What follows belongs to an exercise in optimizing a design on an open flow for small area, a short achievable clock period and few clock cycles per item; a production flow would make more cautious choices.
In this exercise RTL edits were held to simulation tests only and were not proved equivalent to the original.
Power is estimated from default activity; no workload was simulated.

[config.mk]
export PLATFORM = sky130hd
export DESIGN_NAME = tsq_decoder
export DESIGN_NICKNAME = tsq_decoder
export VERILOG_FILES = /design/flow/design.v
export SDC_FILE = /design/flow/constraint.sdc
export NUM_CORES = 4
export LEC_CHECK = 0
export CAP_MARGIN = 20
export CORE_MARGIN = 2
export CORE_UTILIZATION = 40
export SLEW_MARGIN = 20
[constraint.sdc]
create_clock -name core_clock -period 7.5 [get_ports {clk}]
set_input_delay 1.5000 -clock core_clock [delete_from_list [all_inputs] [get_ports {clk}]]
set_output_delay 1.5000 -clock core_clock [all_outputs]
set_load 0.01 [all_outputs]
[design.v]
module tsq_decoder (
    input  wire        clk,
    input  wire        rst,           
    input  wire        start,         
    input  wire        ext,           
    input  wire [22:0] in_size,       
    output wire        idle,
    input  wire        in_valid,
    input  wire [7:0]  in_data,
    output wire        in_ready,
    output wire        mem_re,
    output wire [17:0] mem_raddr,
    input  wire [7:0]  mem_rdata,     
    output wire        mem_we,
    output wire [17:0] mem_waddr,
    output wire [7:0]  mem_wdata,
    output wire        done,          
    output wire [3:0]  status,
    output wire [18:0] out_size
);
    localparam [18:0] BLOCK_SIZE  = 19'd262144;    
    localparam [22:0] OUTPUT_SIZE = 23'd327680;    
    localparam [3:0] ST_OK       = 4'd0;
    localparam [3:0] ERR_SIZE    = 4'd2;
    localparam [3:0] ERR_INSIZE  = 4'd3;
    localparam [3:0] ERR_UNDERRUN= 4'd4;
    localparam [3:0] ERR_OFFSET  = 4'd5;
    localparam [3:0] ERR_OVERLAP = 4'd6;
    localparam [3:0] ERR_OVERRUN = 4'd7;
    localparam [3:0] S_IDLE  = 4'd0,
                     S_CHECK = 4'd1,
                     S_HDR   = 4'd2,    
                     S_SYM   = 4'd3,    
                     S_GHDR  = 4'd4,    
                     S_LIT   = 4'd5,
                     S_OFF0  = 4'd6,
                     S_OFF1  = 4'd7,
                     S_RD    = 4'd8,
                     S_WR    = 4'd9,
                     S_DONE  = 4'd10;
    reg [3:0]  state;
    reg        r_ext;
    reg [19:0] r_in_size;      
    reg [19:0] d_i;            
    reg [18:0] d_j;            
    reg [18:0] d_size;         
    reg [18:0] d_anchor;
    reg [18:0] d_src;
    reg [2:0]  bcnt;           
    reg [7:0]  d_ctrl;
    reg [31:0] d_sz;           
    reg [3:0]  k;              
    reg [6:0]  len;            
    reg [7:0]  off_lo;
    reg [3:0]  r_status;
    reg [18:0] r_out_size;
    wire       sym_c   = d_ctrl[3'd7 - k[2:0]];
    wire [7:0] sym_szb = d_sz[{~k[2:1], 3'b000} +: 8];
    wire [3:0] sym_nib = k[0] ? sym_szb[3:0] : sym_szb[7:4];
    wire [6:0] sym_len = (!sym_c && r_ext && sym_nib <= 4'd2)
                         ? (7'd32 + {1'b0, sym_nib[1:0], 4'd0})
                         : ({3'd0, sym_nib} + 7'd1);
    wire take_state = (state == S_HDR) || (state == S_GHDR) || (state == S_LIT) ||
                      (state == S_OFF0) || (state == S_OFF1);
    wire take = take_state && in_valid;
    assign idle      = (state == S_IDLE);
    assign in_ready  = take_state;
    assign mem_re    = (state == S_RD);
    assign mem_raddr = d_src[17:0];
    assign mem_we    = (state == S_WR) || ((state == S_LIT) && in_valid);
    assign mem_waddr = d_j[17:0];
    assign mem_wdata = (state == S_WR) ? mem_rdata : in_data;
    assign done      = (state == S_DONE);
    assign status    = r_status;
    assign out_size  = r_out_size;
    wire [15:0] off      = {in_data, off_lo};
    wire [19:0] src_end  = {1'b0, d_anchor} - {4'd0, off} + {13'd0, len};
    always @(posedge clk) begin
        if (rst) begin
            state <= S_IDLE;
        end else begin
            case (state)
            S_IDLE: begin
                if (start) begin
                    r_ext     <= ext;
                    r_in_size <= in_size[19:0];
                    state     <= (in_size > OUTPUT_SIZE || in_size < 23'd3) ? S_CHECK : S_HDR;
                    r_status  <= ERR_INSIZE;
                    bcnt      <= 3'd0;
                    d_i       <= 20'd0;
                    d_j       <= 19'd0;
                end
            end
            S_CHECK: begin    
                r_out_size <= 19'd0;
                state      <= S_DONE;
            end
            S_HDR: if (take) begin
                d_i  <= d_i + 20'd1;
                bcnt <= bcnt + 3'd1;
                case (bcnt)
                3'd0: d_size[7:0]  <= in_data;
                3'd1: d_size[15:8] <= in_data;
                default: begin
                    if ({in_data, d_size[15:0]} > {5'd0, BLOCK_SIZE}) begin
                        r_status   <= ERR_SIZE;
                        r_out_size <= 19'd0;
                        state      <= S_DONE;
                    end else begin
                        d_size[18:16] <= in_data[2:0];
                        k     <= 4'd8;
                        state <= S_SYM;
                    end
                end
                endcase
            end
            S_SYM: begin
                if (d_j >= d_size) begin
                    r_status   <= ST_OK;
                    r_out_size <= d_size;
                    state      <= S_DONE;
                end else if (k == 4'd8) begin
                    if (d_i + 20'd5 > r_in_size) begin
                        r_status   <= ERR_UNDERRUN;
                        r_out_size <= 19'd0;
                        state      <= S_DONE;
                    end else begin
                        bcnt  <= 3'd0;
                        state <= S_GHDR;
                    end
                end else begin
                    if (!k[0])
                        d_anchor <= d_j;
                    len <= sym_len;
                    if (sym_c) begin
                        if (d_i + {13'd0, sym_len} > r_in_size) begin
                            r_status   <= ERR_UNDERRUN;
                            r_out_size <= 19'd0;
                            state      <= S_DONE;
                        end else if ({1'b0, d_j} + {13'd0, sym_len} > {1'b0, d_size}) begin
                            r_status   <= ERR_OVERRUN;
                            r_out_size <= 19'd0;
                            state      <= S_DONE;
                        end else begin
                            state <= S_LIT;
                        end
                    end else begin
                        if (d_i + 20'd2 > r_in_size) begin
                            r_status   <= ERR_UNDERRUN;
                            r_out_size <= 19'd0;
                            state      <= S_DONE;
                        end else begin
                            state <= S_OFF0;
                        end
                    end
                end
            end
            S_GHDR: if (take) begin
                d_i  <= d_i + 20'd1;
                bcnt <= bcnt + 3'd1;
                case (bcnt)
                3'd0: d_ctrl       <= in_data;
                3'd1: d_sz[31:24] <= in_data;
                3'd2: d_sz[23:16] <= in_data;
                3'd3: d_sz[15:8]  <= in_data;
                default: begin
                    d_sz[7:0] <= in_data;
                    k         <= 4'd0;
                    state     <= S_SYM;
                end
                endcase
            end
            S_LIT: if (take) begin
                d_i <= d_i + 20'd1;
                d_j <= d_j + 19'd1;
                len <= len - 7'd1;
                if (len == 7'd1) begin
                    k     <= k + 4'd1;
                    state <= S_SYM;
                end
            end
            S_OFF0: if (take) begin
                d_i    <= d_i + 20'd1;
                off_lo <= in_data;
                state  <= S_OFF1;
            end
            S_OFF1: if (take) begin
                d_i <= d_i + 20'd1;
                if (off == 16'd0 || {3'd0, off} > d_anchor) begin
                    r_status   <= ERR_OFFSET;
                    r_out_size <= 19'd0;
                    state      <= S_DONE;
                end else if (src_end > {1'b0, d_anchor}) begin
                    r_status   <= ERR_OVERLAP;
                    r_out_size <= 19'd0;
                    state      <= S_DONE;
                end else if ({1'b0, d_j} + {13'd0, len} > {1'b0, d_size}) begin
                    r_status   <= ERR_OVERRUN;
                    r_out_size <= 19'd0;
                    state      <= S_DONE;
                end else begin
                    d_src <= d_anchor - {3'd0, off};
                    state <= S_RD;
                end
            end
            S_RD: begin
                state <= S_WR;
            end
            S_WR: begin
                d_j   <= d_j + 19'd1;
                d_src <= d_src + 19'd1;
                len   <= len - 7'd1;
                if (len == 7'd1) begin
                    k     <= k + 4'd1;
                    state <= S_SYM;
                end else begin
                    state <= S_RD;
                end
            end
            S_DONE: begin
                state <= S_IDLE;
            end
            default: state <= S_IDLE;
            endcase
        end
    end
endmodule
[run.sh]
#!/bin/bash
# synth_recipe.tcl (not shown) runs the flow's synth.tcl, then flattens the netlist and writes it again
# the make line also repeats each setting of config.mk as NAME=value (left out here)
make -C /OpenROAD-flow-scripts/flow DESIGN_CONFIG=/design/flow/config.mk WORK_HOME=/design/flow/orfs CLKGATE_MAP_FILE= SYNTH_SCRIPT=/design/flow/synth_recipe.tcl finish
==> results_dict.tcl <==
set metrics [dict create \
    rsz0062_at_grt "no" \
    ys_ff_latch 204 \
    yosys_warnings 1 \
    cts_tree "built" \
    grt_pass1_wl_mm 75.3 \
    globalRoute.totalOverflow 0 \
    antennaDiodeCount 0 \
    die_h_um 208 \
    hold_viol_final 0 \
    grt_pass1_vias 12900 \
    skew_ns 0.0232 \
    routabilityCongestion 0.913 \
    layout-drive-gt1-share_pct 5.44 \
    ir_worst_vdd_v 0.000143 \
    numCtsBuffers 25 \
    syn_to_final_growth_pct 14.9 \
    seq_area_um2 6090 \
    dr.pass1.iters 5 \
    cts.root.buffer_cell "clkbuf_16" \
    fillers 3861 \
    synth_top_cell_area_share_pct 36.1 \
    maxSlewViolCount 0 \
    port_buffers 114 \
    cap_violations 0 \
    syn-cell-area_um2 16600 \
    drtAntennaViolNets 0 \
    power.total_uw 4990 \
    cp_slowest_stage_delay_ns 0.71 \
    start_util_pct 40.6 \
    io_pins 116 \
    post_cts_resized 0 \
    multi_input_area_um2 9630 \
    viasPerCell 5.62 \
    grt_max_degree 40 \
    avgSynthCellArea_um2 9.72 \
    timing.fmax_mhz 146 \
    yosysMostFrequentCell "ha_1" \
    crit_type "reg2reg" \
    top_layer_used "met4" \
    htree_levels 1 \
    cts_sinks 204 \
    power_leakage_uw 0.00763 \
    setup_viol 0 \
    core_um2 40900 \
    drc_errors 0 \
    hold_depth 1 \
    holdBufCountCts 0 \
    finalSetupTns_ns 0 \
    grtUsageTotal_pct 22.3 \
    route.met2.wl_mm 21.1 \
    nets 2076 \
    dpl.hpwl_mm 37.5 \
    syn_nets 1986 \
    synth-edff-count 200 \
    met3_length_mm 3.25 \
    slew_headroom_pct 41.3 \
    powerDensity_nw_per_um2 261 \
    fin_crit_ns 6.87 \
    period_share_pct 91.6 \
    drtIter0Drc 925 \
    wl_met1_mm 23.5 \
    crit_slowest_cell "edfxtp_1" \
    clk_latency_ns 0.56 \
    synthFlopType "edfxtp_1" \
    worstSetupStartpointType "register" \
    vias 13200 \
    cts_setup_buffers 0 \
    routed_wl_mm 48.9 \
    clk_pin_slew_worst_paths_ns 0.06 \
    yosys.area.top_type "edfxtp_1" \
    dieArea_um2 43200 \
    wl_per_cell_um 20.8 \
    fp.dieW_um 208 \
    status "complete, no violations" \
    synthCells 1710 \
    crit_fanout 19 \
    hold_path.class "reg2reg" \
    async_reset_ff_share_pct 0 \
    fp-row-count 74 \
    end_kind "register" \
    synth.top_cells.by_area "edfxtp_1 (36%), ha_1 (16%), xnor2_1 (5.2%)" \
    netlist_top_cells_count "ha_1 (213), edfxtp_1 (200), inv_1 (152)" \
    tightest_slew_ns 0.879 \
    yosysSeqAreaShare_pct 36.6 \
    antenna_found_initial 1 \
    cts_buffer_depth 3 \
    cp.arrival_ns 7.13 \
    critical_path_required_ns 7.76 \
    ys_types 86 \
    r2r.worst_path.cells 26 \
]
==> critical path, delay by kind of cell, from the launching register on <==
kind | cells | cell delay, ns
simple gates | 8 | 0.99
xor+xnor | 1 | 0.16
compound gates | 10 | 2.39
fa+ha+maj | 4 | 1.18
flops | 1 | 0.71
mux | 2 | 0.91
buf+inv | 1 | 0.21
==> where the power goes <==
part / switching, µW / total [µW] / internal, µW / leakage (µW)
logic: 1110 / 1990 / 876 / 0.00535
clock network: 512 / 1230 / 720 / 0.000414
registers: 313 / 1770 / 1460 / 0.00187
==> sequential cells by signal (all words and copies together) (netlist names) <==
signal	cells
d_sz	32
d_i	20
r_in_size	20
d_anchor	19
d_j	19
d_size	19
r_out_size	19
d_src	18
d_ctrl	8
off_lo	8
len	7
k	4
state	4
bcnt	3
r_status	3
r_ext	1
==> metal layers <==
metal,GRT usage [%],up-vias
met2,33.8,423
li1,-,6315
met1,32.8,6428
met3,3.72,58
met4,5.87,0
met5,0,-
==> area by class of cell <==
cell class / instances / share of cell area [%]
Inverter: 153 / 3.01
Timing Repair Buffer: 137 / 6.93
Clock inverter: 20 / 1.04
Tap cell: 532 / 3.48
Clock buffer: 26 / 3.29
Multi-Input combinational cell: 1279 / 50.4
Sequential cell: 204 / 31.8
==> layout by cell type, fill, tap and decap left out, drive strengths merged, types with 5 or more instances in the layout <==
cell / n
a2111oi: 8
a211o: 5
a211oi: 13
a21o: 28
a21oi: 102
a31oi: 9
and2: 7
and3: 21
and4: 11
buf: 22
clkbuf: 27
clkdlybuf4s50: 114
clkinv: 14
edfxtp: 200
fa: 19
ha: 213
inv: 156
mux2i: 7
mux4: 10
nand2: 124
nand2b: 23
nand3: 56
nand4: 33
nor2: 137
nor2b: 21
nor3: 49
nor4: 18
o211ai: 12
o21a: 12
o21ai: 82
o21bai: 8
o31a: 5
o31ai: 7
or2: 5
or3: 22
xnor2: 98
xor2: 65
==> final timing paths <==
| check | startpoint | end | slack (ns) |
|---|---|---|---|
| hold / removal | bcnt[0] | bcnt[0] | 0.63 |
| setup reg to reg | k[2] | r_out_size[3] | 0.63 |
| hold reg to reg | bcnt[0] | bcnt[0] | 0.63 |
| setup / recovery | k[2] | r_out_size[3] | 0.63 |
==> per-stage QoR <==
| step | area [µm²] | std cells | util, % | worst slack, ns | hold WS [ns] |
|---|---|---|---|---|---|
| 2_1_floorplan | 16600 | 1710 | - | 1.33 | 0.476 |
| 6_report | 19100 | 2351 | 46.7 | 0.633 | 0.631 |
| 5_1_grt | 19100 | 2351 | 46.7 | 0.283 | 0.673 |
| 3_3_place_gp | 18300 | 2304 | 44.6 | 0.717 | 0.609 |
| 3_5_place_dp | 18300 | 2304 | 44.6 | 0.502 | 0.620 |
| 4_1_cts | 19100 | 2350 | 46.7 | 0.683 | 0.632 |
==> kinds of logic (layout without fill, tap and decap cells) <==
| group | Yosys count | count (layout) | share of synthesized area [%] |
|---|---|---|---|
| XOR/XNOR | 163 | 163 | 8.59 |
| other | 1 | 1 | 0.0226 |
| flip-flops | 204 | 204 | 36.6 |
| multiplexers | 19 | 19 | 2.03 |
| AND/OR/NAND/NOR | 538 | 538 | 16.0 |
| AO/OA/AOI/OAI | 326 | 326 | 12.8 |
| adder cells (fa/ha/maj) | 232 | 232 | 18.3 |
| buffers and inverters | 227 | 336 | 5.66 |
Testbench counts, summed over its fixed seeds: cycles 696,528, bytes 355,495.

[separate check: timing with driven ports]
In the flow no input, the clock included, has a driving cell. The finished layout below was timed again as built, in two steps. Step 1 (the two cells are an assumption about what drives the block):
set clk [get_ports {clk}]
set_driving_cell -lib_cell sky130_fd_sc_hd__clkbuf_16 $clk
set_driving_cell -lib_cell sky130_fd_sc_hd__buf_2 [delete_from_list [all_inputs] $clk]
Step 2 also shifts input and output timing later by t, the mid clock arrival at the registers, as if the neighbouring blocks saw the same clock. Slacks: ideal ports / drivers / drivers and shift; pairs: ideal ports / drivers.
t (ns): 0.607
slack for setup (ns): 0.633 / 0.633 / 0.435
hold WS [ns]: 0.631 / 0.631 / 0.631
After both steps this run still meets setup and hold. The setup slack of this run moves by 0.000 ns with the drivers and by -0.198 ns with both steps.
